From an optimization exercise on the open Yosys and OpenROAD flow, aimed at small area, a short achievable clock period and few clock cycles per item; shortcuts taken in it are not production practice. No functional check of the RTL was part of any run shown here. Power figures rest on the tool's default switching activity, not on a simulated workload.

`design.v`:
```
module sge_rs_encoder (
    input  wire       clk,
    input  wire       rst,
    input  wire       en,
    input  wire       zero,
    input  wire       zero_n,
    input  wire [7:0] sym,
    output wire [7:0] par_out
);
    reg  [255:8] q;           
    reg  [7:0]   fbd;
    reg  [7:0]   fbdl;
    reg  e03;
    reg  e05;
    reg  e09;
    reg  e0a;
    reg  e11;
    reg  e14;
    reg  e21;
    reg  e28;
    reg  e41;
    reg  e60;
    reg  e81;
    reg  e88;
    reg  e90;
    reg  ec0;
    wire l01 = fbdl[0];
    wire l02 = fbdl[1];
    wire l04 = fbdl[2];
    wire l08 = fbdl[3];
    wire l10 = fbdl[4];
    wire l20 = fbdl[5];
    wire l40 = fbdl[6];
    wire l80 = fbdl[7];
    wire l03 = l01 ^ l02;
    wire l0a = l02 ^ l08;
    wire l0c = l04 ^ l08;
    wire l24 = l04 ^ l20;
    wire l48 = l08 ^ l40;
    wire l60 = l20 ^ l40;
    wire la0 = l20 ^ l80;
    wire lc0 = l40 ^ l80;
    wire l0d = l01 ^ l0c;
    wire l0e = l02 ^ l0c;
    wire l4b = l03 ^ l48;
    wire l4c = l04 ^ l48;
    wire l70 = l10 ^ l60;
    wire la4 = l04 ^ la0;
    wire lb0 = l10 ^ la0;
    wire ld0 = l10 ^ lc0;
    wire l4f = l03 ^ l4c;
    wire l7a = l0a ^ l70;
    wire la7 = l03 ^ la4;
    wire lbd = l0d ^ lb0;
    wire lde = ld0 ^ l0e;
    wire lef = la4 ^ l4b;
    wire lf4 = ld0 ^ l24;
    wire [7:0] loop31 = {la7, lf4, l7a, lbd, lde, lef, ld0, l4f};
    wire [7:0] fb = (zero ? 8'h00 : (sym ^ q[255:248])) ^ loop31;
    wire m01 = fbd[0];
    wire m02 = fbd[1];
    wire m04 = fbd[2];
    wire m08 = fbd[3];
    wire m10 = fbd[4];
    wire m20 = fbd[5];
    wire m40 = fbd[6];
    wire m80 = fbd[7];
    wire m03 = e03;
    wire m05 = e05;
    wire m09 = e09;
    wire m0a = e0a;
    wire m11 = e11;
    wire m14 = e14;
    wire m21 = e21;
    wire m28 = e28;
    wire m41 = e41;
    wire m60 = e60;
    wire m81 = e81;
    wire m88 = e88;
    wire m90 = e90;
    wire mc0 = ec0;
    wire m07 = m02 ^ m05;
    wire m0b = m01 ^ m0a;
    wire m0e = m04 ^ m0a;
    wire m0f = m05 ^ m0a;
    wire m13 = m02 ^ m11;
    wire m15 = m01 ^ m14;
    wire m16 = m02 ^ m14;
    wire m17 = m03 ^ m14;
    wire m19 = m08 ^ m11;
    wire m1a = m10 ^ m0a;
    wire m1b = m0a ^ m11;
    wire m1d = m09 ^ m14;
    wire m1e = m0a ^ m14;
    wire m23 = m02 ^ m21;
    wire m29 = m01 ^ m28;
    wire m2a = m02 ^ m28;
    wire m2b = m03 ^ m28;
    wire m2c = m04 ^ m28;
    wire m2d = m05 ^ m28;
    wire m34 = m20 ^ m14;
    wire m35 = m14 ^ m21;
    wire m43 = m02 ^ m41;
    wire m49 = m08 ^ m41;
    wire m4a = m40 ^ m0a;
    wire m4b = m0a ^ m41;
    wire m51 = m10 ^ m41;
    wire m54 = m40 ^ m14;
    wire m55 = m14 ^ m41;
    wire m64 = m04 ^ m60;
    wire m65 = m05 ^ m60;
    wire m68 = m08 ^ m60;
    wire m69 = m09 ^ m60;
    wire m6a = m0a ^ m60;
    wire m85 = m04 ^ m81;
    wire m8c = m04 ^ m88;
    wire m8d = m05 ^ m88;
    wire m93 = m03 ^ m90;
    wire m95 = m05 ^ m90;
    wire m98 = m08 ^ m90;
    wire m9a = m0a ^ m90;
    wire m9c = m14 ^ m88;
    wire ma9 = m21 ^ m88;
    wire mb0 = m20 ^ m90;
    wire mb1 = m21 ^ m90;
    wire mb8 = m28 ^ m90;
    wire mc4 = m04 ^ mc0;
    wire mc9 = m09 ^ mc0;
    wire mca = m0a ^ mc0;
    wire md0 = m10 ^ mc0;
    wire md1 = m11 ^ mc0;
    wire md4 = m14 ^ mc0;
    wire me0 = m20 ^ mc0;
    wire me8 = m28 ^ mc0;
    wire mf0 = m90 ^ m60;
    wire m1f = m01 ^ m1e;
    wire m27 = m04 ^ m23;
    wire m2e = m02 ^ m2c;
    wire m33 = m10 ^ m23;
    wire m36 = m02 ^ m34;
    wire m37 = m02 ^ m35;
    wire m3a = m10 ^ m2a;
    wire m3b = m10 ^ m2b;
    wire m3d = m08 ^ m35;
    wire m3f = m0a ^ m35;
    wire m46 = m05 ^ m43;
    wire m47 = m04 ^ m43;
    wire m4d = m04 ^ m49;
    wire m4e = m04 ^ m4a;
    wire m4f = m04 ^ m4b;
    wire m56 = m02 ^ m54;
    wire m57 = m02 ^ m55;
    wire m58 = m09 ^ m51;
    wire m59 = m08 ^ m51;
    wire m5b = m10 ^ m4b;
    wire m5c = m08 ^ m54;
    wire m5f = m0a ^ m55;
    wire m62 = m21 ^ m43;
    wire m66 = m02 ^ m64;
    wire m67 = m02 ^ m65;
    wire m6b = m01 ^ m6a;
    wire m6d = m04 ^ m69;
    wire m6e = m04 ^ m6a;
    wire m6f = m05 ^ m6a;
    wire m73 = m13 ^ m60;
    wire m76 = m13 ^ m65;
    wire m77 = m13 ^ m64;
    wire m78 = m10 ^ m68;
    wire m7a = m10 ^ m6a;
    wire m7b = m11 ^ m6a;
    wire m7e = m14 ^ m6a;
    wire m7f = m15 ^ m6a;
    wire m87 = m02 ^ m85;
    wire m96 = m80 ^ m16;
    wire m97 = m02 ^ m95;
    wire m9b = m01 ^ m9a;
    wire m9d = m01 ^ m9c;
    wire m9e = m02 ^ m9c;
    wire m9f = m03 ^ m9c;
    wire ma3 = m80 ^ m23;
    wire ma4 = m21 ^ m85;
    wire ma5 = m20 ^ m85;
    wire ma6 = m16 ^ mb0;
    wire ma7 = m0e ^ ma9;
    wire mab = m02 ^ ma9;
    wire mac = m20 ^ m8c;
    wire mae = m07 ^ ma9;
    wire maf = m23 ^ m8c;
    wire mb3 = m02 ^ mb1;
    wire mb4 = m04 ^ mb0;
    wire mb5 = m04 ^ mb1;
    wire mb7 = m07 ^ mb0;
    wire mb9 = m01 ^ mb8;
    wire mbb = m03 ^ mb8;
    wire mbd = m05 ^ mb8;
    wire mbf = m07 ^ mb8;
    wire mc6 = m02 ^ mc4;
    wire mcb = m01 ^ mca;
    wire mcc = m08 ^ mc4;
    wire mcd = m04 ^ mc9;
    wire mce = m04 ^ mca;
    wire mcf = m05 ^ mca;
    wire md2 = m02 ^ md0;
    wire md3 = m02 ^ md1;
    wire md5 = m01 ^ md4;
    wire md7 = m03 ^ md4;
    wire md8 = m08 ^ md0;
    wire md9 = m08 ^ md1;
    wire mda = m10 ^ mca;
    wire mdb = m0a ^ md1;
    wire mdc = m08 ^ md4;
    wire mdd = m09 ^ md4;
    wire mde = m0a ^ md4;
    wire mdf = m0b ^ md4;
    wire me3 = m03 ^ me0;
    wire me4 = m04 ^ me0;
    wire me5 = m80 ^ m65;
    wire me6 = m0e ^ me8;
    wire me7 = m07 ^ me0;
    wire mea = m02 ^ me8;
    wire meb = m03 ^ me8;
    wire mec = m04 ^ me8;
    wire mee = m0e ^ me0;
    wire mef = m07 ^ me8;
    wire mf1 = m01 ^ mf0;
    wire mf4 = m04 ^ mf0;
    wire mf5 = m05 ^ mf0;
    wire mf6 = m16 ^ me0;
    wire mf7 = m07 ^ mf0;
    wire mf8 = m08 ^ mf0;
    wire mfb = m0b ^ mf0;
    wire mfc = m14 ^ me8;
    wire mfd = m15 ^ me8;
    wire mfe = m0e ^ mf0;
    wire mff = m0f ^ mf0;
    wire [255:0] prod;
    assign prod[7:0] = {mb4, mee, mf7, m7b, m3d, m1e, mbb, m69};
    assign prod[15:8] = {m1b, m16, m0b, m05, m02, m81, m5b, m36};
    assign prod[23:16] = {m9f, md0, me8, mf4, m7a, mbd, m41, m3f};
    assign prod[31:24] = {mda, mb7, m5b, m2d, m16, m0b, mdf, mb5};
    assign prod[39:32] = {md1, mb9, m5c, mae, md7, m6b, me4, ma3};
    assign prod[47:40] = {m09, m8d, mc6, me3, mf1, m78, m35, m13};
    assign prod[55:48] = {m7b, m46, m23, m11, m88, mc4, m19, mf7};
    assign prod[63:56] = {mf5, m0f, m87, m43, m21, m90, m3d, meb};
    assign prod[71:64] = {m21, mb1, m58, m2c, m96, mcb, mc4, m43};
    assign prod[79:72] = {md3, m3a, m9d, mce, me7, m73, mea, ma6};
    assign prod[87:80] = {m4d, m6b, m35, m1a, m8d, mc6, mae, m9a};
    assign prod[95:88] = {m6e, m59, mac, m56, m2b, m15, m64, mdc};
    assign prod[103:96] = {m85, m47, ma3, md1, m68, m34, m1f, m0a};
    assign prod[111:104] = {m66, m55, m2a, m95, mca, m65, m54, mcc};
    assign prod[119:112] = {m90, m58, m2c, m96, mcb, me5, m62, m21};
    assign prod[127:120] = {m5f, mf0, mf8, mfc, m7e, m3f, mc0, mbf};
    assign prod[135:128] = {mff, m80, mc0, me0, mf0, mf8, m03, mfe};
    assign prod[143:136] = {m90, m58, m2c, m96, mcb, me5, m62, m21};
    assign prod[151:144] = {m95, m5f, maf, m57, mab, md5, m7f, m2a};
    assign prod[159:152] = {mbb, m66, m33, m19, m8c, m46, m98, m77};
    assign prod[167:160] = {ma4, mf6, mfb, mfd, mfe, mff, mdb, m49};
    assign prod[175:168] = {m73, m4a, ma5, md2, m69, mb4, m29, me7};
    assign prod[183:176] = {m5b, m76, m3b, m1d, m0e, m07, md8, mb7};
    assign prod[191:184] = {mb7, mec, m76, m3b, m1d, m0e, mb0, m6f};
    assign prod[199:192] = {mdd, m33, m19, m8c, m46, m23, mcc, mbb};
    assign prod[207:200] = {m4b, m6e, m37, m9b, mcd, me6, mb8, m97};
    assign prod[215:208] = {m14, m9e, mcf, m67, mb3, md9, m78, m28};
    assign prod[223:216] = {m85, m47, ma3, md1, m68, m34, m1f, m0a};
    assign prod[231:224] = {m67, md4, m6a, mb5, mda, m6d, m51, mcf};
    assign prod[239:232] = {m17, m9c, m4e, m27, m93, mc9, m73, m2e};
    assign prod[247:240] = {m54, mfe, mff, m7f, mbf, m5f, mfb, ma9};
    assign prod[255:248] = {ma7, mf4, m7a, mbd, mde, mef, md0, m4f};
    assign par_out = q[255:248] ^ prod[255:248];
    always @(posedge clk) begin
        if (rst)
            fbdl <= 8'h00;
        else if (en)
            fbdl <= zero_n ? 8'h00 : fb;
        if (en) begin
            q   <= {q[247:8], 8'h00} ^ prod[247:0];
            fbd <= fb;
            e03 <= fb[0] ^ fb[1];
            e05 <= fb[0] ^ fb[2];
            e09 <= fb[0] ^ fb[3];
            e0a <= fb[1] ^ fb[3];
            e11 <= fb[0] ^ fb[4];
            e14 <= fb[2] ^ fb[4];
            e21 <= fb[0] ^ fb[5];
            e28 <= fb[3] ^ fb[5];
            e41 <= fb[0] ^ fb[6];
            e60 <= fb[5] ^ fb[6];
            e81 <= fb[0] ^ fb[7];
            e88 <= fb[3] ^ fb[7];
            e90 <= fb[4] ^ fb[7];
            ec0 <= fb[6] ^ fb[7];
        end
    end
endmodule
module sge_escaper (
    input  wire       clk,
    input  wire       rst,
    input  wire       in_valid,
    output wire       in_free,
    output wire       in_pend,
    input  wire [7:0] in_data,
    input  wire       in_last,
    output reg        out_valid,
    input  wire       out_ready,
    output reg  [7:0] out_data,
    output reg        out_last
);
    localparam [7:0] ESC_BYTE  = 8'h54;
    localparam [7:0] SYNC_BYTE = 8'hAB;
    localparam [7:0] SYNC_SUB  = 8'h9F;
    reg pend;         
    reg pend_sync;    
    reg pend_last;
    wire out_fire = out_valid && out_ready;
    assign in_free  = !out_valid;
    assign in_pend  = pend;
    wire   in_ready = !out_valid || (out_ready && !pend);
    wire in_fire  = in_valid && in_ready;
    wire reserved = (in_data == ESC_BYTE) || (in_data == SYNC_BYTE);
    always @(posedge clk) begin
        if (rst) begin
            out_valid <= 1'b0;
            pend      <= 1'b0;
        end else if (in_fire) begin
            out_valid <= 1'b1;
            pend      <= reserved;
            pend_sync <= in_data[7];      
            pend_last <= in_last;
            out_data  <= reserved ? ESC_BYTE : in_data;
            out_last  <= in_last && !reserved;
        end else if (out_fire) begin
            out_valid <= pend;
            pend      <= 1'b0;
            out_data  <= pend_sync ? SYNC_SUB : ESC_BYTE;
            out_last  <= pend_last;
        end
    end
endmodule
module sge_fec_esc (
    input  wire       clk,
    input  wire       rst,
    input  wire       in_valid,
    output wire       in_ready,
    input  wire [7:0] in_data,
    input  wire       in_last,
    output wire       out_valid,
    input  wire       out_ready,
    output wire [7:0] out_data,
    output wire       out_last
);
    reg [7:0] q0d, q1d;        
    reg       q0l, q1l;
    reg       wp, rp;          
    reg [1:0] qn;              
    reg       in_rdy;          
    reg [7:0] pos;
    reg       par_ph;          
    reg       pad;             
    reg       fin;             
    reg       flush;           
    reg       cv;              
    reg [7:0] cd;
    reg       cl;
    assign in_ready = in_rdy;
    wire in_fire = in_valid && in_rdy;
    wire       mv = (qn != 2'd0);
    wire [7:0] md = rp ? q1d : q0d;
    wire       ml = rp ? q1l : q0l;
    wire esc_free;             
    wire esc_pend;             
    wire src_ok   = par_ph || pad || mv;
    wire step_a   = flush || (src_ok && (!cv || esc_free));
    wire step_b   = src_ok && !esc_pend;
    wire step     = step_a || (step_b && out_ready);
    wire take     = step && !par_ph && !pad;
    wire [7:0] par31;
    wire [7:0] sym      = pad ? 8'h00 : md;
    wire [7:0] cod_data = par_ph ? par31 : sym;
    wire       cod_last = par_ph && fin && (pos == 8'd254);
    wire       wrap     = (pos == 8'd254);
    wire       to_par   = (pos == 8'd222);
    wire [7:0] pos_n    = !step ? pos    : wrap ? 8'd0 : pos + 8'd1;
    wire       par_ph_n = !step ? par_ph : wrap ? 1'b0 : (par_ph || to_par);
    wire       pad_n    = !step ? pad    : wrap ? 1'b0 : (pad || (take && ml && !to_par));
    wire [1:0] qn_n = qn + {1'b0, in_fire} - {1'b0, take};
    always @(posedge clk) begin
        if (rst) begin
            wp     <= 1'b0;
            rp     <= 1'b0;
            qn     <= 2'd0;
            in_rdy <= 1'b1;
            pos    <= 8'd223;
            par_ph <= 1'b1;
            flush  <= 1'b1;
            pad    <= 1'b0;
            cv     <= 1'b0;
        end else begin
            if (in_fire) begin
                wp <= !wp;
                if (wp) begin
                    q1d <= in_data; q1l <= in_last;
                end else begin
                    q0d <= in_data; q0l <= in_last;
                end
            end
            if (take)
                rp <= !rp;
            qn     <= qn_n;
            in_rdy <= !qn_n[1];
            pos    <= pos_n;
            par_ph <= par_ph_n;
            pad    <= pad_n;
            if (step && wrap)
                flush <= 1'b0;
            if (take)
                fin <= ml;
            if (!cv || esc_free || (!esc_pend && out_ready)) begin
                cv <= step && !flush;
                cd <= cod_data;
                cl <= cod_last;
            end
        end
    end
    sge_rs_encoder u_rs (
        .clk     (clk),
        .rst     (rst),
        .en      (step),
        .zero    (par_ph),
        .zero_n  (par_ph_n),
        .sym     (sym),
        .par_out (par31)
    );
    sge_escaper u_esc (
        .clk       (clk),
        .rst       (rst),
        .in_valid  (cv),
        .in_free   (esc_free),
        .in_pend   (esc_pend),
        .in_data   (cd),
        .in_last   (cl),
        .out_valid (out_valid),
        .out_ready (out_ready),
        .out_data  (out_data),
        .out_last  (out_last)
    );
endmodule
```
`run.sh`:
```
#!/bin/bash
# synth_recipe.tcl (not shown) runs the flow's synth.tcl, then flattens the netlist and writes it again
# the make line also repeats each setting of config.mk as NAME=value (left out here)
make -C /OpenROAD-flow-scripts/flow DESIGN_CONFIG=/design/flow/config.mk WORK_HOME=/design/flow/orfs CLKGATE_MAP_FILE= SYNTH_SCRIPT=/design/flow/synth_recipe.tcl finish
```
`config.mk`:
```
export PLATFORM = sky130hd
export DESIGN_NAME = sge_fec_esc
export DESIGN_NICKNAME = sge_fec_esc
export VERILOG_FILES = /design/flow/design.v
export SDC_FILE = /design/flow/constraint.sdc
export NUM_CORES = 4
export LEC_CHECK = 0
export CAP_MARGIN = 20
export CORE_MARGIN = 2
export CORE_UTILIZATION = 70
export CTS_BUF_LIST = sky130_fd_sc_hd__clkbuf_8
export CTS_CLUSTER_DIAMETER = 40
export CTS_CLUSTER_SIZE = 16
export SETUP_SLACK_MARGIN = 2.0
export SLEW_MARGIN = 20
```
`constraint.sdc`:
```
create_clock -name core_clock -period 4.0 [get_ports {clk}]
set_input_delay 0.8000 -clock core_clock [delete_from_list [all_inputs] [get_ports {clk}]]
set_output_delay 0.8000 -clock core_clock [all_outputs]
set_load 0.01 [all_outputs]
```
==> out/metrics.sh, run 1 <==
CP-END-KIND='register'
REPORT.FINAL.SETUP_VIOL=0
CRITICAL_PATH.CELL_CHAIN='nor4_4, a31oi_4, nor2_4, buf_12, nor3_4, ha_4, inv_2, ha_4, xnor2_2, xnor2_1, nand2_1, inv_1'
HOLD_PATH.CLASS='reg2reg'
ROUTE.VIAS.TOTAL=8539
CORE_AREA_SQ_UM=21200
ANTENNA_CELLS=0
CTS_TREE='done'
VDD_IR_DROP_MAX_V=0.000514
POSTSYNTH.ASYNCRESETSHARE=0
GP_CONGESTION=0.863
SYNTH-ADDER-AREA-SHARE=0.00330
P_TOTAL_uW=11900
YOSYS.CELL_TYPES.COUNT=52
CLOCKROOTBUFFER='clkbuf_8'
REQUIRED_NS=4.46
VIAS_PER_CELL=5.97
FRACTION_OF_THE_MAPPED_NETLIST_AREA_IN_COMPOUND_GATES=0.0276
SYNTH.AREA.TOP_CELLS='edfxtp_1 61%, xnor2_1 19%, xor2_1 6.1%'
WORST_SLACK_NS=1.94
SLEW_VIOL_FINAL=0
FP.DIEH_MICRONS=151
WL_MM=35.3
DRT_PASS1_ITERATIONS=5
CRITPATHARRIVALTIME_NS=2.51
NETLIST_TOP_CELLS_COUNT='337 x xnor2_1, 309 x edfxtp_1, 105 x xor2_1'
SYNTH_TOP_FAMILY_BY_AREA='XOR/XNOR gates'
WORST_SETUP_PATH_START_KIND='register'
PORTBUFFERS=23
VIA_COUNT_OF_THE_FIRST_GLOBAL_ROUTING_PASS=8202
CELLLEAKAGEPOWER_uW=0.00670
MAX_CLOCK_FREQ_GHz=0.486
FINAL-HOLD-VIOLATION-COUNT=0
DETAILEDROUTE.FIRSTITERATIONVIOLATIONS=935
YOSYSMOSTFREQUENTCELL='xnor2_1'
PRE_CTS_SLACK_NS=0.906
WORST_PATH_LARGEST_CELL_DELAY_NS=0.40
WORST_SLEW_PIN_SLEW_NS=0.987
NETLIST_AREA_SQ_UM=15100
POST_ROUTE_CELLS_DRIVE_ABOVE_1_SHARE=0.225
DIE_WIDTH_MICRONS=151
NETLIST.TOP_CELL.BY_AREA='edfxtp_1'
GRT_SETUP_UNREPAIRED='true'
PATH_COMMON_CELL='ha_4'
YS_SEQ_AREA_FRAC=0.648
GRT_ANTENNA_BEFORE_REPAIR=0
POST-ROUTE-PERIOD-UTIL=0.514
SYNTH.AREA.MUX_SHARE=0.00669
WORST_PATH_MAX_DELAY_CELL='nor4_4'
INITIAL_CELL_DENSITY_OF_THE_CORE=0.716
SYNTHESIZED_INSTANCE_COUNT=997
TIMING.CRITICAL_PATH.BUF_INV=3
NUM-NETS-FINAL=1139
YS.FLOP_TYPE='edfxtp_1'
ANTENNA_VIOL_NETS_FINAL=0
CTS_BUFFER_DEPTH=3
CLK_PIN_SLEW_NS=0.08
CELL_CLASS_CONTRIBUTING_THE_BIGGEST_SHARE_OF_WORST_PATH_DELAY='simple AND/OR/NAND/NOR gates'
YOSYSTOPAREACELLSHARE=0.613
BOUNDARYPINS=24
FIN_WORST_SKEW_NS=0.0295
FIN_UTIL=0.846
NUMBER_OF_ENABLE_FLIP_FLOP_CELLS_AFTER_SYNTHESIS=309
DETAILED_PLACE_HPWL_MM=21.3
WIRE_PER_INST_MICRONS=24.7
HTREE_NUM_LEVELS=2
POST_SYNTH.CELL_AREA_AVG_SQ_UM=15.2
GR-USAGE-ALL-LAYERS=0.319
DRV.MAX_CAP_VIOLATION_COUNT=0
FP-ROW-COUNT=53
SYNTH-WARNING-COUNT=3
YS_SEQ_ELEMENTS=336
OVERFLOW=0
MAX_SLEW_MARGIN=0.342
NUMCTSBUFFERS=41
CLKLATENCYLATEPIN_NS=0.58
DRC=0
MAPPEDNETLISTNETS=1014
POWER_PER_CELL_AREA_nW_PER_UM2=664
CLOCK-SINKS=336
STATUS='finished clean'
CRITICALPATHCATEGORY='reg2reg'
DIE-AREA_SQ_UM=22800
FINAL.MIN_CLOCK_PERIOD_NS=2.06
GRT_PASS1_WL_MM=51.5
AREA_DELTA_SYNTH_FINAL_PCT=18.1
GRT_MAX_DEGREE=87
FINAL.SETUP.TNS_NS=0
CRIT_FANOUT=4
SYNTH_SIMPLE_GATE_AREA_FRAC=0.0273
SYNTH_XOR_AREA_FRAC=0.274
CTS_HOLD_BUFFERS=0
## metal layers
| layer | vias to the layer above | GRT usage | part of all wire |
|---|---|---|---|
| li1 | 3716 | - | - |
| met1 | 4268 | 0.466 | 0.41 |
| met2 | 477 | 0.486 | 0.47 |
| met3 | 78 | 0.0702 | 0.096 |
| met4 | 0 | 0.100 | 0.026 |
| met5 | - | 0 | 0 |
## per-stage QoR
stage	instance area, sq um	hold slack (ns)	std cells
floorplan	15300	0.427	997
global placement	15800	0.442	1279
detailed placement	15800	0.453	1279
CTS	17600	0.474	1407
global route	17900	0.498	1430
finish	17900	0.473	1430
## timing repair
| item | in CTS | in global routing |
|---|---|---|
| pin swaps | 11 | 6 |
| resized for setup | 77 | 36 |
| endpoints found under the setup margin | 460 | 124 |
| setup buffers | 49 | 23 |
| gates cloned | 3 | 0 |
## cells in the final DEF (no fill, tap or decap), types with 4 or more instances in the layout
cell type / synthesis / final
buf_12: 0 / 8
clkinv_1: 0 / 4
a21oi_1: 10 / 5
inv_8: 0 / 7
nor2_2: 2 / 4
clkinvlp_4: 0 / 7
nand2_1: 14 / 12
o21ai_0: 24 / 22
xnor2_2: 6 / 23
inv_6: 0 / 8
clkbuf_8: 0 / 43
or3_1: 20 / 19
clkdlybuf4s50_1: 0 / 10
dfxtp_4: 0 / 5
xor2_2: 6 / 12
buf_4: 0 / 80
xor2_1: 105 / 93
buf_2: 12 / 4
xnor2_1: 337 / 315
inv_1: 10 / 10
a21o_1: 4 / 4
xnor2_4: 1 / 6
xor2_4: 1 / 7
nor2_1: 16 / 13
a21oi_2: 2 / 6
o2bb2ai_1: 4 / 4
mux2i_1: 9 / 9
edfxtp_1: 309 / 309
bufinv_16: 0 / 4
clkbuf_2: 0 / 7
dfxtp_1: 27 / 20
a22o_1: 4 / 4
## cell type report
| class | instances | area [sq um] |
|---|---|---|
| sequential | 336 | 9840 |
| multi-input combinational | 613 | 5660 |
| fill | 978 | 3260 |
| timing repair buffer | 116 | 1020 |
| clock buffer | 43 | 592 |
| clock inverter | 33 | 359 |
| tap | 275 | 344 |
| inverter | 12 | 61.3 |
| timing repair inverter | 2 | 20.0 |
## path summary, 6_finish.rpt
path / startpoint / cells past startpoint / slack, ns / end
setup / recovery: par_ph$_SDFF_PP1_ / 12 / 1.94 / qn[1]$_SDFF_PP0_
hold / removal: cl$_DFFE_PP_ / 0 / 0.47 / u_esc.pend_last$_DFFE_PP_
setup reg to reg: par_ph$_SDFF_PP1_ / 12 / 1.94 / qn[1]$_SDFF_PP0_
hold reg to reg: cl$_DFFE_PP_ / 0 / 0.47 / u_esc.pend_last$_DFFE_PP_
## power by group
group	switching [uW]	internal (uW)	total (uW)
Combinational	1290	1440	2730
Clock	1410	1350	2760
Sequential	792	5610	6400
Total	3480	8400	11900
## flip-flops by register name, indices dropped and copies added (netlist names), 2 cells and up
register        count
u_esc.out_data      8
qn                  2
q1d                 8
u_rs.fbdl           8
pos                 8
q0d                 8
u_rs.fbd            8
u_rs.q            248
cd                  8
## cell families after synthesis
kind of cell    count (synthesis)
flops                         336
simple gates                   77
compound gates                 65
mux                            10
fa+ha+maj                       4
buf+inv                        48
xor+xnor                      457
## worst reg2reg max path, delay by kind of cell, from the launching register on
family	cells	cell delay [ns]
AND/OR/NAND/NOR	4	0.65
adder cells (fa/ha/maj)	2	0.42
flip-flops	1	0.36
XOR/XNOR	2	0.24
buffers and inverters	3	0.22
AO/OA/AOI/OAI	1	0.06
==> run 2, diff against run 1 <==
--- a/design.v
+++ b/design.v
@@ -351,7 +351,8 @@
     reg [7:0] q0d, q1d;        
     reg       q0l, q1l;
     reg       wp, rp;          
-    reg [1:0] qn;              
+    reg       qe1;             
+    reg       qf;              
     reg       in_rdy;          
     reg [7:0] pos;
     reg       par_ph;          
@@ -363,7 +364,7 @@
     reg       cl;
     assign in_ready = in_rdy;
     wire in_fire = in_valid && in_rdy;
-    wire       mv = (qn != 2'd0);
+    wire       mv = qe1;
     wire [7:0] md = rp ? q1d : q0d;
     wire       ml = rp ? q1l : q0l;
     wire esc_free;             
@@ -382,12 +383,14 @@
     wire [7:0] pos_n    = !step ? pos    : wrap ? 8'd0 : pos + 8'd1;
     wire       par_ph_n = !step ? par_ph : wrap ? 1'b0 : (par_ph || to_par);
     wire       pad_n    = !step ? pad    : wrap ? 1'b0 : (pad || (take && ml && !to_par));
-    wire [1:0] qn_n = qn + {1'b0, in_fire} - {1'b0, take};
+    wire       qf_n  = !take && (qf || (qe1 && in_fire));
+    wire       qe1_n = qf || in_fire || (qe1 && !take);
     always @(posedge clk) begin
         if (rst) begin
             wp     <= 1'b0;
             rp     <= 1'b0;
-            qn     <= 2'd0;
+            qe1    <= 1'b0;
+            qf     <= 1'b0;
             in_rdy <= 1'b1;
             pos    <= 8'd223;
             par_ph <= 1'b1;
@@ -405,8 +408,9 @@
             end
             if (take)
                 rp <= !rp;
-            qn     <= qn_n;
-            in_rdy <= !qn_n[1];
+            qe1    <= qe1_n;
+            qf     <= qf_n;
+            in_rdy <= !qf_n;
             pos    <= pos_n;
             par_ph <= par_ph_n;
             pad    <= pad_n;
==> run 2 against run 1 <==
Compared with the run above: still clean; critical path depth decreased by 6; synthesized cell count decreased by 0.20%; sequential power about the same; via count increased by 3.2%; worst setup slack got worse by 0.011 ns; register-to-register slack about the same; power increased by 1.1%; highest routed layer unchanged; die area about the same; fmax decreased by 0.52%; flip-flop and latch count unchanged; utilization increased by 0.14 points.
==> out/metrics.sh, run 2 <==
HOLD_SLACK_NS=0.490  # was 0.473 ns
DPL.CELL_COUNT=1276  # was 1279
SYNTHESIZED_INSTANCE_COUNT=995  # was 997
CRITICALPATHCATEGORY='reg2reg'  # unchanged
CRIT_FANOUT=4  # unchanged
WL_MM=37.5  # was 35.3 mm
CELLLEAKAGEPOWER_uW=0.00681  # was 0.00670 uW
SYNTH.AREA.TOP_CELLS='edfxtp_1 61%, xnor2_1 19%, xor2_1 6.1%'  # unchanged
PORTBUFFERS=23  # unchanged
HTREE_NUM_LEVELS=2  # unchanged
CORE_AREA_SQ_UM=21200  # unchanged
DRC=0  # unchanged
REPORT.FINAL.SETUP_VIOL=0  # unchanged
AREA_DELTA_SYNTH_FINAL_PCT=18.3  # was 18.1%
NUMBER_OF_FLIP_FLOPS_UNDER_THE_LARGEST_REGISTER_NAME=248  # unchanged
MAX_CLOCK_FREQ_GHz=0.484  # was 0.486 GHz
POSTSYNTH.ASYNCRESETSHARE=0  # unchanged
WIRE_PER_INST_MICRONS=26.3  # was 24.7 microns
STATUS='finished clean'  # unchanged
LAYOUT_COMMON_CELLS='320 x xnor2_1, 309 x edfxtp_1, 93 x xor2_1'  # was 315 x xnor2_1, 309 x edfxtp_1, 93 x xor2_1
GR-USAGE-ALL-LAYERS=0.337  # was 0.319
CP-END-KIND='register'  # unchanged
DRV.MAX_CAP_VIOLATION_COUNT=0  # unchanged
YS_SEQ_AREA_FRAC=0.648  # about the same
GRT_ANTENNA_BEFORE_REPAIR=0  # unchanged
FIN_WORST_SKEW_NS=0.0198  # was 0.0295 ns
DRT_PASS1_ITERATIONS=6  # was 5
DIE_WIDTH_MICRONS=151  # about the same
GP_CONGESTION=0.852  # was 0.863
FINAL.MIN_CLOCK_PERIOD_NS=2.07  # was 2.06 ns
FINAL-HOLD-VIOLATION-COUNT=0  # unchanged
WORST_SLEW_PIN_SLEW_NS=0.949  # was 0.987 ns
ROUTE.VIAS.TOTAL=8809  # was 8539
FIN_UTIL=0.847  # was 0.846
MULTI_INPUT_AREA_SQ_UM=5580  # was 5660 sq um
NUMBER_OF_ENABLE_FLIP_FLOP_CELLS_AFTER_SYNTHESIS=309  # unchanged
HOLD_PATH.CLASS='reg2reg'  # unchanged
YOSYSTOPAREACELLSHARE=0.612  # was 0.613
FINAL.SETUP.TNS_NS=0  # unchanged
MAPPEDNETLISTNETS=1010  # was 1014
CLOCK-SINKS=336  # unchanged
DIE-AREA_SQ_UM=22800  # about the same
BOUNDARYPINS=24  # unchanged
SLEW_VIOL_FINAL=0  # unchanged
YS.FLOP_TYPE='edfxtp_1'  # unchanged
CLK_PIN_SLEW_NS=0.08  # about the same
FP-ROW-COUNT=53  # unchanged
ANTENNA_CELLS=0  # unchanged
AREA_OF_ALL_PLACED_CELLS_WITHOUT_FILLERS_SQ_UM=17900  # about the same
CRITPATHARRIVALTIME_NS=2.34  # was 2.51 ns
MOSTFREQUENTLAYOUTCELL='xnor2_1'  # unchanged
NETLIST.TOP_CELL.BY_AREA='edfxtp_1'  # unchanged
NETLIST_TOP_CELLS_COUNT='333 x xnor2_1, 309 x edfxtp_1, 106 x xor2_1'  # was 337 x xnor2_1, 309 x edfxtp_1, 105 x xor2_1
WORST_SETUP_PATH_START_KIND='register'  # unchanged
POST-ROUTE-PERIOD-UTIL=0.517  # was 0.514
NUM-NETS-FINAL=1138  # was 1139
CLOCKROOTBUFFER='clkbuf_8'  # unchanged
MAX_SLEW_MARGIN=0.367  # was 0.342
NETLIST_AREA_SQ_UM=15200  # was 15100 sq um
VIA_COUNT_OF_THE_FIRST_GLOBAL_ROUTING_PASS=8747  # was 8202
SYNTH-WARNING-COUNT=3  # unchanged
CLKLATENCYLATEPIN_NS=0.56  # was 0.58 ns
POST_SYNTH.CELL_AREA_AVG_SQ_UM=15.2  # about the same
NUMCTSBUFFERS=39  # was 41
GRT_PASS1_WL_MM=54.4  # was 51.5 mm
LARGEST-REGISTER='u_rs.q'  # unchanged
DPL_CELL_AREA_SQ_UM=15800  # about the same
VIAS_PER_CELL=6.18  # was 5.97
OVERFLOW=0  # unchanged
FILLERINSTANCES=962  # was 978
DETAILEDROUTE.FIRSTITERATIONVIOLATIONS=1104  # was 935
VDD_IR_DROP_MAX_V=0.000417  # was 0.000514 V
POWER_PER_CELL_AREA_nW_PER_UM2=670  # was 664 nW/um^2
GRT_MAX_DEGREE=89  # was 87
YOSYS.CELL_TYPES.COUNT=53  # was 52
SEQUENTIAL_CELL_AREA_SQ_UM=9840  # about the same
FINISH.CELL_COUNT_WITHOUT_FILLERS=1425  # was 1430
ANTENNA_VIOL_NETS_FINAL=0  # unchanged
YS_SEQ_ELEMENTS=336  # unchanged
FP.DIEH_MICRONS=151  # about the same
YOSYSMOSTFREQUENTCELL='xnor2_1'  # unchanged
INITIAL_CELL_DENSITY_OF_THE_CORE=0.716  # about the same
POST_ROUTE_CELLS_DRIVE_ABOVE_1_SHARE=0.218  # was 0.225
CTS_BUFFER_DEPTH=3  # unchanged
DETAILED_PLACE_HPWL_MM=21.2  # was 21.3 mm
CTS_TREE='done'  # unchanged
GRT_SETUP_UNREPAIRED='true'  # unchanged
REQUIRED_NS=4.27  # was 4.46 ns
run 2: cell count changes in the layout (fill, tap and decap cells not counted), sizes merged, moves of 4 or more:
cell / before / now
or3: 20 / 10
o21ai: 25 / 16
inv: 28 / 21
o31ai: 2 / 8
clkinvlp: 7 / 2
nor2: 18 / 23
nand2: 14 / 18
run 2: metal layers:
| layer | wire length, microns | track usage |
|---|---|---|
| met1 | 14200 | 0.477 |
| met2 | 17700 | 0.531 |
| met3 | 4040 | 0.0693 |
| met4 | 1490 | 0.113 |
| met5 | 0 | 0 |
run 2: power breakdown:
| part | leakage (uW) | total, uW | switching, uW | internal (uW) |
|---|---|---|---|---|
| sequential | 0.00365 | 6410 | 808 | 5610 |
| combinational | 0.00269 | 2800 | 1360 | 1450 |
| clock | 0.000472 | 2800 | 1340 | 1450 |
run 2: path summary, 6_finish.rpt:
| check | start | depth (start not counted) | slack (ns) | end |
|---|---|---|---|---|
| worst max-delay path | u_rs.ec0$_DFFE_PN_ | 6 | 1.93 | cd[3]$_DFFE_PP_ |
| worst min-delay path | cl$_DFFE_PP_ | 0 | 0.49 | u_esc.pend_last$_DFFE_PP_ |
| worst max register to register | u_rs.ec0$_DFFE_PN_ | 6 | 1.93 | cd[3]$_DFFE_PP_ |
| worst min register to register | cl$_DFFE_PP_ | 0 | 0.49 | u_esc.pend_last$_DFFE_PP_ |
run 2: logic make-up (layout without fill, tap and decap cells):
kind of cell | Yosys count | count (layout) | share of synthesized area
compound gates | 66 | 66 | 0.0294
xor+xnor | 455 | 455 | 0.274
fa+ha+maj | 2 | 2 | 0.00165
buf+inv | 47 | 202 | 0.0133
flops | 336 | 336 | 0.648
mux | 12 | 12 | 0.00809
simple gates | 77 | 77 | 0.0254
run 2: area by class of cell:
class | instances | area share
repair buffers | 120 | 0.0640
clock buffers | 41 | 0.0315
well taps | 275 | 0.0192
inverters | 10 | 0.00300
repair inverters | 4 | 0.00209
multi-input cells | 612 | 0.312
clock inverters | 27 | 0.0199
flip-flops and latches | 336 | 0.549
run 2: what timing repair did:
action                     in CTS  in global routing
buffers inserted               62                 13
resized for setup              78                 35
hold buffers                    0                  0
cloned                          6                  0
setup endpoints to repair     472                222
pin swaps                      10                 11
run 2: metrics by stage:
step	total power [uW]	setup WS, ns
2_1_floorplan	8130	1.81
3_3_place_gp	8820	0.951
3_5_place_dp	8920	0.895
4_1_cts	11900	1.90
5_1_grt	12500	1.94
6_report	12000	1.93
run 2: critical path, stage by stage, from the launching register on:
cell and delay, ns:
edfxtp_1 0.48, buf_4 0.22, xor2_1 0.46, buf_4 0.26
xnor2_1 0.14, nand2_1 0.08, o31ai_1 0.16
==> run 3, diff against run 2 <==
--- a/design.v
+++ b/design.v
@@ -1,15 +1,12 @@
 module sge_rs_encoder (
     input  wire       clk,
-    input  wire       rst,
     input  wire       en,
     input  wire       zero,
-    input  wire       zero_n,
     input  wire [7:0] sym,
     output wire [7:0] par_out
 );
     reg  [255:8] q;           
     reg  [7:0]   fbd;
-    reg  [7:0]   fbdl;
     reg  e03;
     reg  e05;
     reg  e09;
@@ -24,39 +21,6 @@
     reg  e88;
     reg  e90;
     reg  ec0;
-    wire l01 = fbdl[0];
-    wire l02 = fbdl[1];
-    wire l04 = fbdl[2];
-    wire l08 = fbdl[3];
-    wire l10 = fbdl[4];
-    wire l20 = fbdl[5];
-    wire l40 = fbdl[6];
-    wire l80 = fbdl[7];
-    wire l03 = l01 ^ l02;
-    wire l0a = l02 ^ l08;
-    wire l0c = l04 ^ l08;
-    wire l24 = l04 ^ l20;
-    wire l48 = l08 ^ l40;
-    wire l60 = l20 ^ l40;
-    wire la0 = l20 ^ l80;
-    wire lc0 = l40 ^ l80;
-    wire l0d = l01 ^ l0c;
-    wire l0e = l02 ^ l0c;
-    wire l4b = l03 ^ l48;
-    wire l4c = l04 ^ l48;
-    wire l70 = l10 ^ l60;
-    wire la4 = l04 ^ la0;
-    wire lb0 = l10 ^ la0;
-    wire ld0 = l10 ^ lc0;
-    wire l4f = l03 ^ l4c;
-    wire l7a = l0a ^ l70;
-    wire la7 = l03 ^ la4;
-    wire lbd = l0d ^ lb0;
-    wire lde = ld0 ^ l0e;
-    wire lef = la4 ^ l4b;
-    wire lf4 = ld0 ^ l24;
-    wire [7:0] loop31 = {la7, lf4, l7a, lbd, lde, lef, ld0, l4f};
-    wire [7:0] fb = (zero ? 8'h00 : (sym ^ q[255:248])) ^ loop31;
     wire m01 = fbd[0];
     wire m02 = fbd[1];
     wire m04 = fbd[2];
@@ -267,11 +231,8 @@
     assign prod[247:240] = {m54, mfe, mff, m7f, mbf, m5f, mfb, ma9};
     assign prod[255:248] = {ma7, mf4, m7a, mbd, mde, mef, md0, m4f};
     assign par_out = q[255:248] ^ prod[255:248];
+    wire [7:0] fb  = zero ? 8'h00 : (sym ^ par_out);
     always @(posedge clk) begin
-        if (rst)
-            fbdl <= 8'h00;
-        else if (en)
-            fbdl <= zero_n ? 8'h00 : fb;
         if (en) begin
             q   <= {q[247:8], 8'h00} ^ prod[247:0];
             fbd <= fb;
@@ -296,8 +257,7 @@
     input  wire       clk,
     input  wire       rst,
     input  wire       in_valid,
-    output wire       in_free,
-    output wire       in_pend,
+    output wire       in_ready,
     input  wire [7:0] in_data,
     input  wire       in_last,
     output reg        out_valid,
@@ -312,9 +272,7 @@
     reg pend_sync;    
     reg pend_last;
     wire out_fire = out_valid && out_ready;
-    assign in_free  = !out_valid;
-    assign in_pend  = pend;
-    wire   in_ready = !out_valid || (out_ready && !pend);
+    assign in_ready = !out_valid || (out_ready && !pend);
     wire in_fire  = in_valid && in_ready;
     wire reserved = (in_data == ESC_BYTE) || (in_data == SYNC_BYTE);
     always @(posedge clk) begin
@@ -348,12 +306,14 @@
     output wire [7:0] out_data,
     output wire       out_last
 );
-    reg [7:0] q0d, q1d;        
-    reg       q0l, q1l;
-    reg       wp, rp;          
-    reg       qe1;             
-    reg       qf;              
+    reg       mv;              
+    reg [7:0] md;
+    reg       ml;
+    reg       sf;              
     reg       in_rdy;          
+    wire      se = !sf;
+    reg [7:0] sd;
+    reg       sl;
     reg [7:0] pos;
     reg       par_ph;          
     reg       pad;             
@@ -363,16 +323,11 @@
     reg [7:0] cd;
     reg       cl;
     assign in_ready = in_rdy;
-    wire in_fire = in_valid && in_rdy;
-    wire       mv = qe1;
-    wire [7:0] md = rp ? q1d : q0d;
-    wire       ml = rp ? q1l : q0l;
-    wire esc_free;             
-    wire esc_pend;             
+    wire in_fire = in_valid && se;
+    wire esc_ready;
+    wire c_free   = !cv || esc_ready;
     wire src_ok   = par_ph || pad || mv;
-    wire step_a   = flush || (src_ok && (!cv || esc_free));
-    wire step_b   = src_ok && !esc_pend;
-    wire step     = step_a || (step_b && out_ready);
+    wire step     = flush || (c_free && src_ok);
     wire take     = step && !par_ph && !pad;
     wire [7:0] par31;
     wire [7:0] sym      = pad ? 8'h00 : md;
@@ -383,14 +338,15 @@
     wire [7:0] pos_n    = !step ? pos    : wrap ? 8'd0 : pos + 8'd1;
     wire       par_ph_n = !step ? par_ph : wrap ? 1'b0 : (par_ph || to_par);
     wire       pad_n    = !step ? pad    : wrap ? 1'b0 : (pad || (take && ml && !to_par));
-    wire       qf_n  = !take && (qf || (qe1 && in_fire));
-    wire       qe1_n = qf || in_fire || (qe1 && !take);
+    wire       m_free = !mv || take;
+    wire       mv_n   = m_free ? (!se || in_fire) : 1'b1;
+    wire [7:0] md_n   = !m_free ? md : !se ? sd : in_data;
+    wire       ml_n   = !m_free ? ml : !se ? sl : in_last;
+    wire       se_n   = m_free || (se && !in_fire);
     always @(posedge clk) begin
         if (rst) begin
-            wp     <= 1'b0;
-            rp     <= 1'b0;
-            qe1    <= 1'b0;
-            qf     <= 1'b0;
+            mv     <= 1'b0;
+            sf     <= 1'b0;
             in_rdy <= 1'b1;
             pos    <= 8'd223;
             par_ph <= 1'b1;
@@ -398,19 +354,14 @@
             pad    <= 1'b0;
             cv     <= 1'b0;
         end else begin
-            if (in_fire) begin
-                wp <= !wp;
-                if (wp) begin
-                    q1d <= in_data; q1l <= in_last;
-                end else begin
-                    q0d <= in_data; q0l <= in_last;
-                end
+            mv   <= mv_n;
+            md   <= md_n;
+            ml   <= ml_n;
+            sf     <= !se_n;
+            in_rdy <= se_n;
+            if (!m_free && in_fire) begin
+                sd <= in_data; sl <= in_last;
             end
-            if (take)
-                rp <= !rp;
-            qe1    <= qe1_n;
-            qf     <= qf_n;
-            in_rdy <= !qf_n;
             pos    <= pos_n;
             par_ph <= par_ph_n;
             pad    <= pad_n;
@@ -418,7 +369,7 @@
                 flush <= 1'b0;
             if (take)
                 fin <= ml;
-            if (!cv || esc_free || (!esc_pend && out_ready)) begin
+            if (c_free) begin
                 cv <= step && !flush;
                 cd <= cod_data;
                 cl <= cod_last;
@@ -427,10 +378,8 @@
     end
     sge_rs_encoder u_rs (
         .clk     (clk),
-        .rst     (rst),
         .en      (step),
         .zero    (par_ph),
-        .zero_n  (par_ph_n),
         .sym     (sym),
         .par_out (par31)
     );
@@ -438,8 +387,7 @@
         .clk       (clk),
         .rst       (rst),
         .in_valid  (cv),
-        .in_free   (esc_free),
-        .in_pend   (esc_pend),
+        .in_ready  (esc_ready),
         .in_data   (cd),
         .in_last   (cl),
         .out_valid (out_valid),
==> run 3 against run 2 <==
Compared with the run above: sequential power down 8.0%; synthesized cell count down 5.8%; routed wire length down 6.5%; worst hold slack worse by 0.026 ns; fmax down 6.6%; power down 9.3%; highest routed layer is now met5; clock power down 9.3%; utilization down 0.44 points; critical endpoint is now u_rs.e14$_DFFE_PN_.
==> out/metrics.sh, run 3 <==
DPL_CELL_AREA_SQ_UM=15200  # was 15800 sq um
CLK_PIN_SLEW_NS=0.08  # about the same
DPL.CELL_COUNT=1213  # was 1276
CLKLATENCYLATEPIN_NS=0.57  # was 0.56 ns
HTREE_NUM_LEVELS=2  # unchanged
WORSTREGTOREGCELLS=6  # unchanged
CLOCK-SINKS=326  # was 336
YOSYSTOPAREACELLSHARE=0.635  # was 0.612
MOSTFREQUENTLAYOUTCELL='edfxtp_1'  # was xnor2_1
FINISH.CELL_COUNT_WITHOUT_FILLERS=1361  # was 1425
LAYOUT_COMMON_CELLS='309 x edfxtp_1, 297 x xnor2_1, 88 x xor2_1'  # was 320 x xnor2_1, 309 x edfxtp_1, 93 x xor2_1
GRT_SETUP_UNREPAIRED='true'  # unchanged
REQUIRED_NS=4.32  # was 4.27 ns
AREA_OF_ALL_PLACED_CELLS_WITHOUT_FILLERS_SQ_UM=17200  # was 17900 sq um
CP-END-KIND='register'  # unchanged
VIA_COUNT_OF_THE_FIRST_GLOBAL_ROUTING_PASS=7964  # was 8747
SYNTHESIZED_INSTANCE_COUNT=937  # was 995
DRT_PASS1_ITERATIONS=5  # was 6
VDD_IR_DROP_MAX_V=0.000406  # was 0.000417 V
FIN_WORST_SKEW_NS=0.0196  # was 0.0198 ns
CORE_AREA_SQ_UM=20400  # was 21200 sq um
DRV.MAX_CAP_VIOLATION_COUNT=0  # unchanged
YS_SEQ_ELEMENTS=326  # was 336
ANTENNA_VIOL_NETS_FINAL=0  # unchanged
YS_SEQ_AREA_FRAC=0.659  # was 0.648
MAX_SLEW_MARGIN=0.423  # was 0.367
POWER_PER_CELL_AREA_nW_PER_UM2=635  # was 670 nW/um^2
PRE_CTS_SLACK_NS=1.03  # was 0.895 ns
INITIAL_CELL_DENSITY_OF_THE_CORE=0.717  # was 0.716
DETAILEDROUTE.FIRSTITERATIONVIOLATIONS=902  # was 1104
NUMCTSBUFFERS=40  # was 39
YOSYSMOSTFREQUENTCELL='xnor2_1'  # unchanged
WORST_SETUP_PATH_START_KIND='register'  # unchanged
ROUTE.VIAS.TOTAL=8069  # was 8809
HOLD_PATH.CLASS='reg2reg'  # unchanged
VIAS_PER_CELL=5.93  # was 6.18
WORST_SLEW_PIN_SLEW_NS=0.859  # was 0.949 ns
MAX_CLOCK_FREQ_GHz=0.452  # was 0.484 GHz
NUMBER_OF_ENABLE_FLIP_FLOP_CELLS_AFTER_SYNTHESIS=309  # unchanged
AREA_DELTA_SYNTH_FINAL_PCT=17.6  # was 18.3%
STATUS='finished clean'  # unchanged
NUM-NETS-FINAL=1076  # was 1138
CTS_BUFFER_DEPTH=3  # unchanged
LARGEST-REGISTER='u_rs.q'  # unchanged
CRITICALPATHCATEGORY='reg2reg'  # unchanged
FILLERINSTANCES=948  # was 962
NETLIST_AREA_SQ_UM=14600  # was 15200 sq um
SLEW_VIOL_FINAL=0  # unchanged
CRIT_FANOUT=10  # was 4
NUMBER_OF_FLIP_FLOPS_UNDER_THE_LARGEST_REGISTER_NAME=248  # unchanged
GRT_MAX_DEGREE=70  # was 89
OVERFLOW=0  # unchanged
FINAL.MIN_CLOCK_PERIOD_NS=2.21  # was 2.07 ns
POST-ROUTE-PERIOD-UTIL=0.553  # was 0.517
GRT_ANTENNA_BEFORE_REPAIR=3  # was 0
CLOCKROOTBUFFER='clkbuf_8'  # unchanged
ANTENNA_CELLS=0  # unchanged
GRT_PASS1_WL_MM=49.8  # was 54.4 mm
PORTBUFFERS=23  # unchanged
NETLIST.TOP_CELL.BY_AREA='edfxtp_1'  # unchanged
FINAL.SETUP.TNS_NS=0  # unchanged
FP-ROW-COUNT=52  # was 53
POSTSYNTH.ASYNCRESETSHARE=0  # unchanged
SYNTH-WARNING-COUNT=3  # unchanged
POST_ROUTE_CELLS_DRIVE_ABOVE_1_SHARE=0.220  # was 0.218
DIE_WIDTH_MICRONS=148  # was 151 microns
REPORT.FINAL.SETUP_VIOL=0  # unchanged
CELLLEAKAGEPOWER_uW=0.00672  # was 0.00681 uW
YS.FLOP_TYPE='edfxtp_1'  # unchanged
GR-USAGE-ALL-LAYERS=0.318  # was 0.337
CTS_TREE='done'  # unchanged
WORST_SLACK_NS=1.79  # was 1.93 ns
DETAILED_PLACE_HPWL_MM=20.9  # was 21.2 mm
HOLD-PATH-CELL-COUNT=0  # unchanged
SYNTH.AREA.TOP_CELLS='edfxtp_1 64%, xnor2_1 19%, xor2_1 5.9%'  # was edfxtp_1 61%, xnor2_1 19%, xor2_1 6.1%
GP_CONGESTION=0.869  # was 0.852
BOUNDARYPINS=24  # unchanged
WL_MM=35.0  # was 37.5 mm
CTS_HOLD_BUFFERS=0  # unchanged
POST_SYNTH.CELL_AREA_AVG_SQ_UM=15.6  # was 15.2 sq um
YOSYS.CELL_TYPES.COUNT=47  # was 53
FINAL-HOLD-VIOLATION-COUNT=0  # unchanged
FP.DIEH_MICRONS=148  # was 151 microns
CRITPATHARRIVALTIME_NS=2.54  # was 2.34 ns
DIE-AREA_SQ_UM=22000  # was 22800 sq um
NETLIST_TOP_CELLS_COUNT='318 x xnor2_1, 309 x edfxtp_1, 99 x xor2_1'  # was 333 x xnor2_1, 309 x edfxtp_1, 106 x xor2_1
DRC=0  # unchanged
MAPPEDNETLISTNETS=952  # was 1010
WIRE_PER_INST_MICRONS=25.7  # was 26.3 microns
==> run 3: cells by family after synthesis <==
kind of cell | share of synthesized area
flip-flops | 0.659
multiplexers | 0.0141
adder cells (fa/ha/maj) | 0.00171
AND/OR/NAND/NOR | 0.0274
XOR/XNOR | 0.266
buffers and inverters | 0.0141
AO/OA/AOI/OAI | 0.0177
==> run 3: repair_timing <==
action / in CTS / in global routing
hold endpoints to repair: 0 / 0
cloned: 2 / 0
endpoints found under the setup margin: 440 / 284
pin swaps: 7 / 11
buffers inserted: 41 / 33
resized for setup: 65 / 37
==> run 3: final timing paths <==
kind	from	endpoint	slack [ns]
min	cl$_DFFE_PP_	u_esc.pend_last$_DFFE_PP_	0.46
max	u_rs.fbd[1]$_DFFE_PN_	u_rs.e14$_DFFE_PN_	1.79
min reg2reg	cl$_DFFE_PP_	u_esc.pend_last$_DFFE_PP_	0.46
max reg2reg	u_rs.fbd[1]$_DFFE_PN_	u_rs.e14$_DFFE_PN_	1.79
==> run 3: area by class of cell <==
cell class	count	area [sq um]	share of cell area
sequential	326	9620	0.561
timing repair buffer	118	1110	0.0649
clock inverter	31	279	0.0163
clock buffer	41	564	0.0329
tap	270	338	0.0197
inverter	10	41.3	0.00241
multi-input combinational	565	5210	0.303
==> run 3: per-layer routing <==
metal,up-vias,global-route usage,share of wire
met5,-,0,0.00037
met4,2,0.124,0.036
met3,81,0.0767,0.083
met2,410,0.501,0.49
met1,4080,0.438,0.39
li1,3496,-,-
==> run 3: where the power goes <==
group,switching [uW],internal (uW),leakage (uW)
registers,672,5230,0.00366
clock network,1330,1210,0.000438
logic,1160,1290,0.00263
==> run 3: metrics by stage <==
stage	hold WS [ns]	util	total power, uW
finish	0.463	0.843	10900
global route	0.473	0.843	11300
CTS	0.466	0.822	10600
detailed placement	0.452	0.749	8040
global placement	0.441	0.748	7960
floorplan	0.420	-	7350
==> run 3: critical path: stages, from the launching register on <==
cell      delay (ns)
edfxtp_1        0.47
buf_12          0.21
xnor2_4         0.24
xnor3_2         0.38
xnor2_4         0.26
nor2_1          0.12
mux2_2          0.28
==> run 4, diff against run 3 <==
--- a/config.mk
+++ b/config.mk
@@ -11,5 +11,5 @@
 export CTS_BUF_LIST = sky130_fd_sc_hd__clkbuf_8
 export CTS_CLUSTER_DIAMETER = 40
 export CTS_CLUSTER_SIZE = 16
-export SETUP_SLACK_MARGIN = 2.0
+export SETUP_SLACK_MARGIN = 1.8
 export SLEW_MARGIN = 20
==> run 4 against run 3 <==
Compared with the run above: still clean; critical path depth decreased by 1; fmax up 0.46%; cell area down 1.6%; register-to-register slack about the same; clock power grew 3%; critical endpoint is now u_rs.q[143]$_DFFE_PN_; highest routed layer is now met4.
==> out/metrics.sh, run 4 <==
STATUS='finished clean'  # unchanged
MAX_SLEW_MARGIN=0.290  # was 0.423
FIN_UTIL=0.830  # was 0.843
VDD_IR_DROP_MAX_V=0.000463  # was 0.000406 V
SWITCHINGPOWER_uW=2940  # was 3170 uW
FINAL.SETUP.TNS_NS=0  # unchanged
CELL_CLASS_CONTRIBUTING_THE_BIGGEST_SHARE_OF_WORST_PATH_DELAY='XOR/XNOR gates'  # unchanged
NUMBER_OF_ENABLE_FLIP_FLOP_CELLS_AFTER_SYNTHESIS=309  # unchanged
POSTSYNTH.ASYNCRESETSHARE=0  # unchanged
CAPTURING_ELEMENT_OF_THE_WORST_SETUP_PATH='u_rs.q[143]$_DFFE_PN_'  # was u_rs.e14$_DFFE_PN_
REQUIRED_NS=4.26  # was 4.32 ns
CRITICAL_PATH.CELL_CHAIN='buf_4, xnor2_2, buf_4, xnor2_1, xnor2_1'  # was buf_12, xnor2_4, xnor3_2, xnor2_4, nor2_1, mux2_2
ROUTED-WL-MET3_MM=2.76  # was 2.91 mm
NETLIST.TOP_CELL.BY_AREA='edfxtp_1'  # unchanged
DETAIL_ROUTE.WIRELENGTH.MET1_MM=13.2  # was 13.7 mm
DETAILEDROUTE.FIRSTITERATIONVIOLATIONS=875  # was 902
HIGHEST-SIGNAL-LAYER='met4'  # was met5
WORST_PATH_MAX_DELAY_CELL='xnor2_1'  # was edfxtp_1
CORE_AREA_SQ_UM=20400  # unchanged
YOSYS.CELL_TYPES.COUNT=47  # unchanged
DETAILED_ROUTE_WIRELENGTH_ON_METAL2_MM=16.6  # was 17.2 mm
NUMBER_OF_FLIP_FLOPS_UNDER_THE_LARGEST_REGISTER_NAME=248  # unchanged
VIA_COUNT_OF_THE_FIRST_GLOBAL_ROUTING_PASS=7979  # was 7964
CLOCK_POWER_SHARE=0.245  # was 0.233
CLOCK-SINKS=326  # unchanged
HOLD_PATH.CLASS='reg2reg'  # unchanged
VIAS_PER_CELL=5.92  # was 5.93
LARGEST-REGISTER='u_rs.q'  # unchanged
INITIAL_CELL_DENSITY_OF_THE_CORE=0.717  # unchanged
ANTENNA_VIOL_NETS_FINAL=0  # unchanged
AREA_DELTA_SYNTH_FINAL_PCT=15.7  # was 17.6%
CLK_PIN_SLEW_NS=0.08  # about the same
WL_MM=33.4  # was 35.0 mm
SYNTH.AREA.TOP_CELLS='edfxtp_1 64%, xnor2_1 19%, xor2_1 5.9%'  # unchanged
CTS_BUFFER_DEPTH=3  # unchanged
RR_ENDPOINT='u_rs.q[143]$_DFFE_PN_'  # was u_rs.e14$_DFFE_PN_
POST-ROUTE-PERIOD-UTIL=0.551  # was 0.553
NUM-NETS-FINAL=1052  # was 1076
P_INT_uW=7780  # was 7730 uW
SYNTHESIZED_INSTANCE_COUNT=937  # unchanged
YS_SEQ_ELEMENTS=326  # unchanged
P_SEQ_FRAC=0.550  # was 0.542
DETAILED_PLACE_HPWL_MM=20.8  # was 20.9 mm
MOSTFREQUENTLAYOUTCELL='edfxtp_1'  # unchanged
ROUTE.VIAS.TOTAL=7915  # was 8069
OVERFLOW=0  # unchanged
CP.DEPTH=5  # was 6
CLKLATENCYLATEPIN_NS=0.55  # was 0.57 ns
GRT_ANTENNA_BEFORE_REPAIR=1  # was 3
WORSTREGTOREGCELLS=5  # was 6
NETLIST_TOP_CELLS_COUNT='318 x xnor2_1, 309 x edfxtp_1, 99 x xor2_1'  # unchanged
FINAL-HOLD-VIOLATION-COUNT=0  # unchanged
YOSYSTOPAREACELLSHARE=0.635  # unchanged
DIE_WIDTH_MICRONS=148  # unchanged
FP-ROW-COUNT=52  # unchanged
CRIT_FANOUT=13  # was 10
REG2REG_SETUP_SLACK_NS=1.80  # was 1.79 ns
WORST_SLEW_PIN_SLEW_NS=1.06  # was 0.859 ns
YS_SEQ_AREA_FRAC=0.659  # unchanged
GRT_PASS1_WL_MM=48.7  # was 49.8 mm
FIN_WORST_SKEW_NS=0.0191  # was 0.0196 ns
NETLIST_AREA_SQ_UM=14600  # unchanged
DRC=0  # unchanged
YS.FLOP_TYPE='edfxtp_1'  # unchanged
FP.DIEH_MICRONS=148  # unchanged
MAPPEDNETLISTNETS=952  # unchanged
WIRE_PER_INST_MICRONS=25.0  # was 25.7 microns
LAYOUT_COMMON_CELLS='309 x edfxtp_1, 305 x xnor2_1, 96 x xor2_1'  # was 309 x edfxtp_1, 297 x xnor2_1, 88 x xor2_1
DIE-AREA_SQ_UM=22000  # unchanged
NUMCTSBUFFERS=38  # was 40
CELLLEAKAGEPOWER_uW=0.00660  # was 0.00672 uW
CLOCKROOTBUFFER='clkbuf_8'  # unchanged
CP-END-KIND='register'  # unchanged
BEGINNING_OF_THE_WORST_REGISTER_TO_REGISTER_PATH='u_rs.e90$_DFFE_PN_'  # was u_rs.fbd[1]$_DFFE_PN_
CTS_TREE='done'  # unchanged
WORST_PATH_LARGEST_CELL_DELAY_NS=0.59  # was 0.47 ns
GRT_SETUP_UNREPAIRED='true'  # unchanged
CTS_HOLD_BUFFERS=0  # unchanged
POST_SYNTH.CELL_AREA_AVG_SQ_UM=15.6  # unchanged
GP_CONGESTION=0.864  # was 0.869
SYNTH-WARNING-COUNT=3  # unchanged
PORTBUFFERS=23  # unchanged
POST_ROUTE_CELLS_DRIVE_ABOVE_1_SHARE=0.174  # was 0.220
GR-USAGE-ALL-LAYERS=0.307  # was 0.318
DRV.MAX_CAP_VIOLATION_COUNT=0  # unchanged
REPORT.FINAL.SETUP_VIOL=0  # unchanged
BOUNDARYPINS=24  # unchanged
HTREE_NUM_LEVELS=2  # unchanged
POWER_PER_CELL_AREA_nW_PER_UM2=634  # was 635 nW/um^2
CRITICALPATHCATEGORY='reg2reg'  # unchanged
POWER.COMBINATIONAL.FRACTION=0.205  # was 0.225
FINAL.MIN_CLOCK_PERIOD_NS=2.20  # was 2.21 ns
CRITPATHARRIVALTIME_NS=2.46  # was 2.54 ns
GRT_MAX_DEGREE=46  # was 70
WORST_SETUP_PATH_START_KIND='register'  # unchanged
DRT_PASS1_ITERATIONS=5  # unchanged
CP-STARTPOINT='u_rs.e90$_DFFE_PN_'  # was u_rs.fbd[1]$_DFFE_PN_
YOSYSMOSTFREQUENTCELL='xnor2_1'  # unchanged
POWER.SWITCHING_FRACTION=0.274  # was 0.291
MAX_CLOCK_FREQ_GHz=0.454  # was 0.452 GHz
SLEW_VIOL_FINAL=0  # unchanged
TIMING.CRITICAL_PATH.BUF_INV=2  # was 1
run 4: cell counts after synthesis:
Identical to the previous run, type by type.
run 4: layout make-up:
cell class | instances | area, sq um
flip-flops and latches | 326 | 9620
clock buffers | 41 | 564
multi-input cells | 565 | 4960
well taps | 270 | 338
inverters | 10 | 41.3
fillers | 1016 | 3470
diodes | 1 | 2.50
clock inverters | 28 | 320
repair buffers | 96 | 1050
run 4: timing repair:
item,CTS,global route
cloned,3,4
endpoints found under the setup margin,399,157
pin swaps,3,2
buffers inserted,35,11
resized for setup,33,10
run 4: cell families (layout without fill, tap and decap cells):
group | after synthesis | count (layout) | share of synthesized area
flops | 326 | 326 | 0.659
mux | 19 | 19 | 0.0141
other cells | 0 | 1 | 0
buf+inv | 46 | 175 | 0.0141
compound gates | 40 | 40 | 0.0177
fa+ha+maj | 2 | 2 | 0.00171
xor+xnor | 427 | 427 | 0.266
simple gates | 77 | 77 | 0.0274
run 4: worst min-delay path by stage:
stage / startpoint / endpoint / slack [ns] / depth (start not counted)
detailed placement: cl$_DFFE_PP_ / u_esc.pend_last$_DFFE_PP_ / 0.44 / 0
floorplan: ml$_DFFE_PP_ / fin$_DFFE_PP_ / 0.42 / 0
finish: cl$_DFFE_PP_ / u_esc.pend_last$_DFFE_PP_ / 0.46 / 0
global route: cl$_DFFE_PP_ / u_esc.pend_last$_DFFE_PP_ / 0.48 / 0
global placement: cl$_DFFE_PP_ / u_esc.pend_last$_DFFE_PP_ / 0.44 / 0
CTS: cl$_DFFE_PP_ / u_esc.pend_last$_DFFE_PP_ / 0.46 / 0
run 4: layer usage:
layer  up-vias  track usage
met1      3996        0.425
li1       3450            -
met5         -            0
met3        69       0.0528
met2       400        0.509
met4         0       0.0933
run 4: metrics by stage:
step	instances	total power, uW	worst slack, ns	hold slack [ns]	area (sq um)
floorplan	937	7350	-1.67	0.420	14600
global placement	1214	7920	1.02	0.443	15200
detailed placement	1214	8010	0.959	0.441	15200
CTS	1321	10700	1.80	0.461	16600
global route	1336	11200	1.76	0.478	16900
finish	1337	10700	1.80	0.462	16900
run 4: worst register-to-register path: cells and delay by family, from the launching register on:
kind / cells / cell delay (ns)
flops: 1 / 0.39
buf+inv: 2 / 0.54
xor+xnor: 3 / 1.00
run 4: power groups by stage:
stage | sequential, uW | clock, uW | combinational (uW)
2_1_floorplan | 5670 | 0 | 1680
3_3_place_gp | 5920 | 0 | 2000
3_5_place_dp | 5940 | 0 | 2070
4_1_cts | 5870 | 2650 | 2140
5_1_grt | 5970 | 2800 | 2370
6_report | 5890 | 2620 | 2200

==> what the ideal ports hide <==
No port has a modelled driver above. Below, the same layouts with a new extraction and two added sets of constraints. Step 1 assumes that a clkbuf_16 drives the clock port and a buf_2 every other input. Step 2, shift: input delay + t, output delay - t, t = (earliest + latest rising clock arrival at the registers) / 2. This alone moves slack from input paths to output paths. a / b / c = ideal / step 1 / step 2; a / b = the first two.
| run | t (ns) | setup slack, ns | hold slack, ns | cell pins on the clock port's net |
|---|---|---|---|---|
| run 1 | 0.604 | 1.944 / 1.944 / 1.435 | 0.473 / 0.473 / 0.473 | 1 |
| run 2 | 0.594 | 1.933 / 1.933 / 1.454 | 0.490 / 0.490 / 0.490 | 1 |
| run 3 | 0.609 | 1.788 / 1.788 / 1.423 | 0.463 / 0.463 / 0.463 | 1 |
| run 4 | 0.585 | 1.798 / 1.798 / 1.400 | 0.462 / 0.462 / 0.462 | 1 |
After both steps setup and hold are still met in every run listed. For run 1, which loses most, drivers alone change the setup slack by 0.000 ns; drivers and shift together by -0.509 ns.
